What follows belongs to an exercise in optimizing a design on an open flow for small area; a production flow would make more cautious choices. In this exercise RTL edits were held to simulation tests only and were not proved equivalent to the original.

// belt_core
module belt_core (
    input  wire        clk,
    input  wire        rst,
    output reg         mem_req,
    output reg         mem_we,
    output wire [15:0] mem_addr,
    output wire [15:0] mem_wdata,
    input  wire        mem_ready,
    input  wire [15:0] mem_rdata,
    output wire        halted,
    output wire [1:0]  result,
    output wire [15:0] pc_o,
    output wire [15:0] sp_o
);
    localparam [4:0] S_CLR    = 5'd0,
                     S_F0     = 5'd1,
                     S_FKQ    = 5'd2,    
                     S_FKPUSH = 5'd3,    
                     S_WP     = 5'd4,    
                     S_WQ     = 5'd5,    
                     S_MUL    = 5'd6,
                     S_DIV    = 5'd7,
                     S_SHIFT  = 5'd8,
                     S_COPY   = 5'd9,    
                     S_PUSH   = 5'd10,   
                     S_LD     = 5'd11,   
                     S_JMP    = 5'd12,   
                     S_SKIP   = 5'd13,   
                     S_CALL0  = 5'd14,   
                     S_CALL   = 5'd15,
                     S_RET    = 5'd16,
                     S_RA     = 5'd17,
                     S_RSP    = 5'd18,
                     S_SVQ    = 5'd19,
                     S_SV     = 5'd20,
                     S_PSH0   = 5'd21,
                     S_PSH    = 5'd22,
                     S_POP    = 5'd23,
                     S_HALT2  = 5'd24,
                     S_HALT3  = 5'd25;
    reg [4:0]  state;
    reg [15:0] ring [0:15];
    reg [3:0]  idx;
    reg [4:0]  cnt;
    reg [15:0] ir;
    reg [15:0] p;
    reg [15:0] q;
    reg [15:0] pcm;
    reg [15:0] sp;
  ...
Size in the first run: about 88 I/O pins.
==> flow/config.mk <==
export PLATFORM = sky130hd
export DESIGN_NAME = belt_core
export DESIGN_NICKNAME = belt_core
export VERILOG_FILES = /design/flow/design.v
export SDC_FILE = /design/flow/constraint.sdc
export NUM_CORES = 4
export LEC_CHECK = 0
export CAP_MARGIN = 20
export CORE_MARGIN = 2
export CORE_UTILIZATION = 40
export PLACE_DENSITY = 0.6
export SLEW_MARGIN = 20
==> flow/constraint.sdc <==
create_clock -name core_clock -period 10.0 [get_ports {clk}]
set_input_delay 2.0000 -clock core_clock [delete_from_list [all_inputs] [get_ports {clk}]]
set_output_delay 2.0000 -clock core_clock [all_outputs]
set_load 0.01 [all_outputs]
standard.sh (not shown) runs the stock make flow with config.mk's settings and CLKGATE_MAP_FILE= SYNTH_SCRIPT=/design/flow/synth_recipe.tcl, a recipe that flattens the netlist after the stock synthesis.
==> flow/flow/run.sh <==
#!/bin/bash
# The standard layout (standard.sh) with three changes:
#  1. after the standard synthesis, the combinational logic is mapped again
#     by ABC with an area-oriented script (flip-flops are kept as they are:
#     same cells, same names), see resyn below;
#  2. ports are buffered with the smallest buffer, buf_1;
#  3. CTS uses clkbuf_8 in clusters of at most 15 sinks and inserts no
#     dummy loads.
# Each tool writes its full output to a log file in this folder.
set -euo pipefail
export BUFFER_PORTS_ARGS="-buffer_cell sky130_fd_sc_hd__buf_1"
export CTS_ARGS="-sink_clustering_enable -repair_clock_nets -dont_use_dummy_load -buf_list {sky130_fd_sc_hd__clkbuf_8} -sink_clustering_size 15 -sink_clustering_max_diameter 50"

R=orfs/results/${FLOW_PLATFORM}/belt_core/base
LIB=${FLOW_HOME}/platforms/${FLOW_PLATFORM}/lib/sky130_fd_sc_hd__tt_025C_1v80.lib

# standard synthesis
bash standard.sh synth > synth.log 2>&1
cp $R/1_2_yosys.v 1_2_yosys_standard.v

# remap the combinational logic for area
DU=$(sed -n '/DONT_USE_CELLS += /,/^#/p' ${FLOW_HOME}/platforms/${FLOW_PLATFORM}/config.mk \
     | grep -o 'sky130_fd_sc_hd__[a-z0-9_]*' | sed 's/^/-dont_use /' | tr '\n' ' ')
SEQ=$(grep -o 'sky130_fd_sc_hd__[a-z0-9_]*' 1_2_yosys_standard.v | sort -u \
      | grep -E '__(df|edf|sdf|sedf|dl)' | tr '\n' ' ')
printf 'strash\n&get -n\n&deepsyn -T 40\n&put\ndch -f\namap -F 5 -A 5\nstrash\ndch -f\namap -F 5 -A 5\ntopo\n' > resyn.abc
cat > resyn.ys <<EOT
read_liberty -ignore_miss_func $LIB
blackbox $SEQ
read_verilog 1_2_yosys_standard.v
hierarchy -top ${FLOW_TOP}
flatten
opt_clean -purge
abc -liberty $LIB $DU -script resyn.abc
setundef -zero
splitnets
opt_clean -purge
hilomap -singleton -hicell sky130_fd_sc_hd__conb_1 HI -locell sky130_fd_sc_hd__conb_1 LO
insbuf -buf sky130_fd_sc_hd__buf_4 A X
opt_clean -purge
stat -liberty $LIB
write_verilog -noattr -nohex -nodec 1_2_yosys_resyn.v
EOT
yosys -s resyn.ys > resyn.log 2>&1
cp 1_2_yosys_resyn.v $R/1_2_yosys.v

# the rest of the flow (1_synth.odb is rebuilt from the new netlist)
bash standard.sh > standard.log 2>&1
Rerun with:
--- a/flow/flow/run.sh
+++ b/flow/flow/run.sh
@@ -24,5 +24,5 @@
 SEQ=$(grep -o 'sky130_fd_sc_hd__[a-z0-9_]*' 1_2_yosys_standard.v | sort -u \
       | grep -E '__(df|edf|sdf|sedf|dl)' | tr '\n' ' ')
-printf 'strash\n&get -n\n&deepsyn -T 40\n&put\ndch -f\namap -F 5 -A 5\nstrash\ndch -f\namap -F 5 -A 5\ntopo\n' > resyn.abc
+printf 'strash\n&get -n\n&deepsyn -T 40\n&put\ndch -f\nmap -a\nstrash\ndch -f\nmap -a\ntopo\n' > resyn.abc
 cat > resyn.ys <<EOT
 read_liberty -ignore_miss_func $LIB
What happened:
- final area grows slightly
- via count is higher slightly
- die area is higher by a few percent
- final cell count rose by a little under a tenth

---

Setup of run 1:
Another version of the RTL of belt_core (not shown whole).
Size: ~1,300 cells after synthesis, about 390 flip-flops, ~15,000 sq um of cells after synthesis.
clock: 10.0 ns
lec_check: 0
cap_margin: 20
core_margin: 2
core_utilization: 40
place_density: 0.6
slew_margin: 20
==> flow/flow/run.sh <==
#!/bin/bash
# Standard ORFS layout (the standard.sh), with two changes:
#  - ports are buffered with the smallest buffer, buf_1;
#  - CTS uses smaller clock buffers and inserts no dummy loads.
export BUFFER_PORTS_ARGS="-buffer_cell sky130_fd_sc_hd__buf_1"
export CTS_ARGS="-sink_clustering_enable -repair_clock_nets -dont_use_dummy_load -buf_list {sky130_fd_sc_hd__clkbuf_4 sky130_fd_sc_hd__clkbuf_8} -sink_clustering_size 10 -sink_clustering_max_diameter 40"
bash standard.sh > standard.log 2>&1
What run 2 does differently from run 1 at the input level:
==> flow/flow/run.sh <==
#!/bin/bash
# The standard layout (standard.sh) with three changes:
#  1. after the standard synthesis, the combinational logic is mapped again
#     by ABC with an area-oriented script (flip-flops are kept as they are:
#     same cells, same names), see resyn below;
#  2. ports are buffered with the smallest buffer, buf_1;
#  3. CTS uses clkbuf_8 in clusters of at most 15 sinks and inserts no
#     dummy loads.
# Each tool writes its full output to a log file in this folder.
set -euo pipefail
export BUFFER_PORTS_ARGS="-buffer_cell sky130_fd_sc_hd__buf_1"
export CTS_ARGS="-sink_clustering_enable -repair_clock_nets -dont_use_dummy_load -buf_list {sky130_fd_sc_hd__clkbuf_8} -sink_clustering_size 15 -sink_clustering_max_diameter 50"

R=orfs/results/${FLOW_PLATFORM}/belt_core/base
LIB=${FLOW_HOME}/platforms/${FLOW_PLATFORM}/lib/sky130_fd_sc_hd__tt_025C_1v80.lib

# standard synthesis
bash standard.sh synth > synth.log 2>&1
cp $R/1_2_yosys.v 1_2_yosys_standard.v

# remap the combinational logic for area
DU=$(sed -n '/DONT_USE_CELLS += /,/^#/p' ${FLOW_HOME}/platforms/${FLOW_PLATFORM}/config.mk \
     | grep -o 'sky130_fd_sc_hd__[a-z0-9_]*' | sed 's/^/-dont_use /' | tr '\n' ' ')
SEQ=$(grep -o 'sky130_fd_sc_hd__[a-z0-9_]*' 1_2_yosys_standard.v | sort -u \
      | grep -E '__(df|edf|sdf|sedf|dl)' | tr '\n' ' ')
printf 'strash\n&get -n\n&deepsyn -T 40\n&put\ndch -f\nmap -a\nstrash\ndch -f\nmap -a\ntopo\n' > resyn.abc
cat > resyn.ys <<EOT
read_liberty -ignore_miss_func $LIB
blackbox $SEQ
read_verilog 1_2_yosys_standard.v
hierarchy -top ${FLOW_TOP}
flatten
opt_clean -purge
abc -liberty $LIB $DU -script resyn.abc
setundef -zero
splitnets
opt_clean -purge
hilomap -singleton -hicell sky130_fd_sc_hd__conb_1 HI -locell sky130_fd_sc_hd__conb_1 LO
insbuf -buf sky130_fd_sc_hd__buf_4 A X
opt_clean -purge
stat -liberty $LIB
write_verilog -noattr -nohex -nodec 1_2_yosys_resyn.v
EOT
yosys -s resyn.ys > resyn.log 2>&1
cp 1_2_yosys_resyn.v $R/1_2_yosys.v

# the rest of the flow (1_synth.odb is rebuilt from the new netlist)
bash standard.sh > standard.log 2>&1
## What came out
- Run 2 vs. run 1: post-route clock period utilization +13 points; number of logic inverters in the finished layout rose 142; detailed placement HPWL went down.
- From run 1 to run 2 the numbers moved as follows: flip-flop and latch share of the layout cell area +5.0 points; final area saw a decrease; area growth from synthesis to layout dropped 1.2 points.
- Final routed wirelength across all metal layers in run 2 vs run 1: down 4.0%
[inputs] run 3 vs run 2
==> flow/flow/run.sh <==
#!/bin/bash
# Standard ORFS layout (the standard.sh), with two changes:
#  - ports are buffered with the smallest buffer, buf_1;
#  - CTS uses smaller clock buffers and inserts no dummy loads.
export BUFFER_PORTS_ARGS="-buffer_cell sky130_fd_sc_hd__buf_1"
export CTS_ARGS="-sink_clustering_enable -repair_clock_nets -dont_use_dummy_load -buf_list {sky130_fd_sc_hd__clkbuf_8} -sink_clustering_size 15 -sink_clustering_max_diameter 50"
bash standard.sh > standard.log 2>&1
--- outcome ---
Run 3 vs run 2 — global-route wire length before repair rose 3.2 mm.
In run 3 the sequential share of cell area turned out 4.2 points lower than in run 2.
Going from run 2 to run 3, portion of the clock cycle consumed by the worst path in the final layout shrinks by 14 points.
Run 3 vs run 2, capturing instance or port of the critical path: mem_addr[13] vs mem_addr[15]
Run 3: longest individual stage delay on the worst path is 390 ps higher than what run 2 reported.
On run 3: setup slack on the worst flop-to-flop path is 1530 ps higher than what run 2 gave.

-- port drivers added, routing unchanged --
In the flow no input, the clock included, has a driving cell. The finished layouts below were timed again as built, in two steps.
Step 1 (the two cells are an assumption about what drives the block):
set clk [get_ports {clk}]
set_driving_cell -lib_cell sky130_fd_sc_hd__clkbuf_16 $clk
set_driving_cell -lib_cell sky130_fd_sc_hd__buf_2 [delete_from_list [all_inputs] $clk]
Step 2 adds t to the input delays and takes it off the output delays; t is the mean of the earliest and latest rising clock arrival at the registers after step 1. Input paths then give back, and output paths get back, about the clock's delay inside the block.
Three values: ideal, step 1, step 2; two values: the first two.
| run | t, ns | setup slack, ns | hold WS [ns] | latest minus earliest clock arrival (ns) | worst data-port slew with drivers (ns) |
|---|---|---|---|---|---|
| the first run of note 1 | 0.571 | 0.778 / 0.730 / 1.206 | 0.391 / 0.391 / 0.391 | 0.084 / 0.083 | 0.07 |
| the second run of note 1 | 0.607 | 0.854 / 0.808 / 1.415 | 0.376 / 0.376 / 0.376 | 0.116 / 0.116 | 0.08 |
| run 1 | 0.615 | 2.047 / 1.997 / 2.611 | 0.298 / 0.298 / 0.298 | 0.059 / 0.059 | 0.06 |
| run 2 | 0.571 | 0.739 / 0.692 / 1.263 | 0.288 / 0.288 / 0.288 | 0.102 / 0.101 | 0.07 |
| run 3 | 0.584 | 2.149 / 2.101 / 2.685 | 0.284 / 0.284 / 0.284 | 0.088 / 0.088 | 0.06 |
After both steps every run listed still meets setup and hold.
